This design comes from an exercise in tuning for small area, a short achievable clock period and few clock cycles per item on the open sky130 flow, not from production work. In this exercise RTL edits were held to simulation tests only and were not proved equivalent to the original.

## east
// wrs_fmd
module wrs_fmd (
    input  wire               clk,
    input  wire               rst,         
    input  wire               cfg_valid,
    input  wire        [15:0] cfg_gain,    
    input  wire               in_valid,
    output wire               in_ready,
    input  wire signed [15:0] in_i,
    input  wire signed [15:0] in_q,
    output wire               out_valid,
    input  wire               out_ready,
    output wire signed [15:0] out_y        
);
clock: 11.0 ns
lec_check: 0
cap_margin: 20
core_margin: 2
core_utilization: 55
cts_cluster_diameter: 100
cts_cluster_size: 22
place_density: 0.7
slew_margin: 20
standard.sh (not shown) runs the stock make flow with config.mk's settings and CLKGATE_MAP_FILE= SYNTH_SCRIPT=/design/flow/synth_recipe.tcl, a recipe that flattens the netlist after the stock synthesis.
==> flow/flow/run.sh <==
#!/bin/bash
# The standard layout (standard synthesis unchanged), with setup repair
# aiming further below the clock period.  make's output goes to
# standard.log; each ORFS step keeps its own log under orfs/logs/.
bash standard.sh SETUP_SLACK_MARGIN=6.75 finish > standard.log 2>&1
Testbench counts of east, summed over its fixed seeds: cycles 4,264, items 4,096.
Input-level comparison between middle and east:
- swapping 0.7 for 0.6 in PLACE_DENSITY
- swapping 55 for 40 in CORE_UTILIZATION
Results
The count of clock-buffer cells in the layout reported for middle is greater than that of east by 13%.
Per the comparison of middle with east, TritonCTS buffer count now larger, worst hold slack now smaller, wire length on met2 now smaller.

* * *

wrs_fmd again, from the RTL that the note above started with.
export LEC_CHECK = 0
export CAP_MARGIN = 20
export CORE_MARGIN = 2
export CORE_UTILIZATION = 55
export CTS_CLUSTER_DIAMETER = 100
export CTS_CLUSTER_SIZE = 22
export PLACE_DENSITY = 0.7
export SLEW_MARGIN = 20
create_clock -name core_clock -period 11.0 [get_ports {clk}]
==> flow/flow/run.sh <==
#!/bin/bash
# The standard layout (standard synthesis unchanged), with setup repair
# aiming further below the clock period.  make's output goes to
# standard.log; each ORFS step keeps its own log under orfs/logs/.
bash standard.sh SETUP_SLACK_MARGIN=7.0 finish > standard.log 2>&1
The baseline went through all stages and came out clean.
Testbench counts at the start, summed over its fixed seeds: cycles 4,264, items 4,096.
Rerun with:
--- a/flow/flow/run.sh
+++ b/flow/flow/run.sh
@@ -5 +5 @@
-bash standard.sh SETUP_SLACK_MARGIN=7.0 finish > standard.log 2>&1
+bash standard.sh SETUP_SLACK_MARGIN=6.75 finish > standard.log 2>&1
- CORE_UTILIZATION: 55 -> 60
- PLACE_DENSITY: 0.7 -> 0.72
What happened:
- The new run finished with timing, DRC and antenna clean
- clock skew drops by 0.015 ns
- setup slack gets worse by 0.031 ns
- maximum frequency drops by about 0.7%

* * *

wrs_fmd again, from the RTL that the note above started with.
==> flow/config.mk <==
export PLATFORM = sky130hd
export DESIGN_NAME = wrs_fmd
export DESIGN_NICKNAME = wrs_fmd
export VERILOG_FILES = /design/flow/design.v
export SDC_FILE = /design/flow/constraint.sdc
export NUM_CORES = 4
export LEC_CHECK = 0
export CAP_MARGIN = 20
export CORE_MARGIN = 2
export CORE_UTILIZATION = 55
export CTS_CLUSTER_DIAMETER = 100
export CTS_CLUSTER_SIZE = 22
export PLACE_DENSITY = 0.7
export SLEW_MARGIN = 20
==> flow/constraint.sdc <==
create_clock -name core_clock -period 11.0 [get_ports {clk}]
set_input_delay 2.2000 -clock core_clock [delete_from_list [all_inputs] [get_ports {clk}]]
set_output_delay 2.2000 -clock core_clock [all_outputs]
set_load 0.01 [all_outputs]
==> flow/flow/run.sh <==
#!/bin/bash
# The standard layout (standard synthesis unchanged), with setup repair
# aiming further below the clock period.  make's output goes to
# standard.log; each ORFS step keeps its own log under orfs/logs/.
bash standard.sh SETUP_SLACK_MARGIN=6.5 finish > standard.log 2>&1
The baseline passed the timing, design-rule and antenna checks.
Testbench counts at the start, summed over its fixed seeds: cycles 4,264, items 4,096.
==> next run, changes <==
--- a/flow/flow/run.sh
+++ b/flow/flow/run.sh
@@ -4,2 +4,2 @@
 # standard.log; each ORFS step keeps its own log under orfs/logs/.
-bash standard.sh SETUP_SLACK_MARGIN=6.5 finish > standard.log 2>&1
+bash standard.sh SETUP_SLACK_MARGIN=6.75 finish > standard.log 2>&1
- GPL_TIMING_DRIVEN: unset -> 1
The new run went through all stages and came out clean.
Setup slack improves by 62 ps.
Non-clock buffer count increases by 100.
Via count goes up by 0.62%.

-- what the ideal ports hide --
How much do the figures lean on ideal ports? The routed layouts below were timed once more, with nothing changed but the port constraints. Step 1 sets driving cells, clkbuf_16 on the clock port and buf_2 on the other inputs (assumed; they add their load-dependent delay and slew). Step 2 adds t to the input delays and takes it off the output delays; t is the mean of the earliest and latest rising clock arrival at the registers after step 1. Input paths then give back, and output paths get back, about the clock's delay inside the block. Three values: ideal, step 1, step 2; two values: the first two.
| run | t, ns | setup slack, ns | worst data-port slew with drivers (ns) |
|---|---|---|---|
| east | 0.853 | 6.667 / 6.667 / 6.393 | 0.06 |
| middle | 0.926 | 6.604 / 6.604 / 6.366 | 0.06 |
| the first run of note 2 | 0.855 | 6.665 / 6.665 / 6.388 | 0.06 |
| the second run of note 2 | 0.838 | 6.634 / 6.634 / 6.329 | 0.11 |
| the first run of note 3 | 0.851 | 6.605 / 6.605 / 6.391 | 0.06 |
| the second run of note 3 | 0.853 | 6.667 / 6.667 / 6.393 | 0.06 |
After both steps every run listed still meets setup and hold. The setup slack of the second run of note 2, which loses most, moves by 0.000 ns with the drivers and by -0.305 ns with both steps.
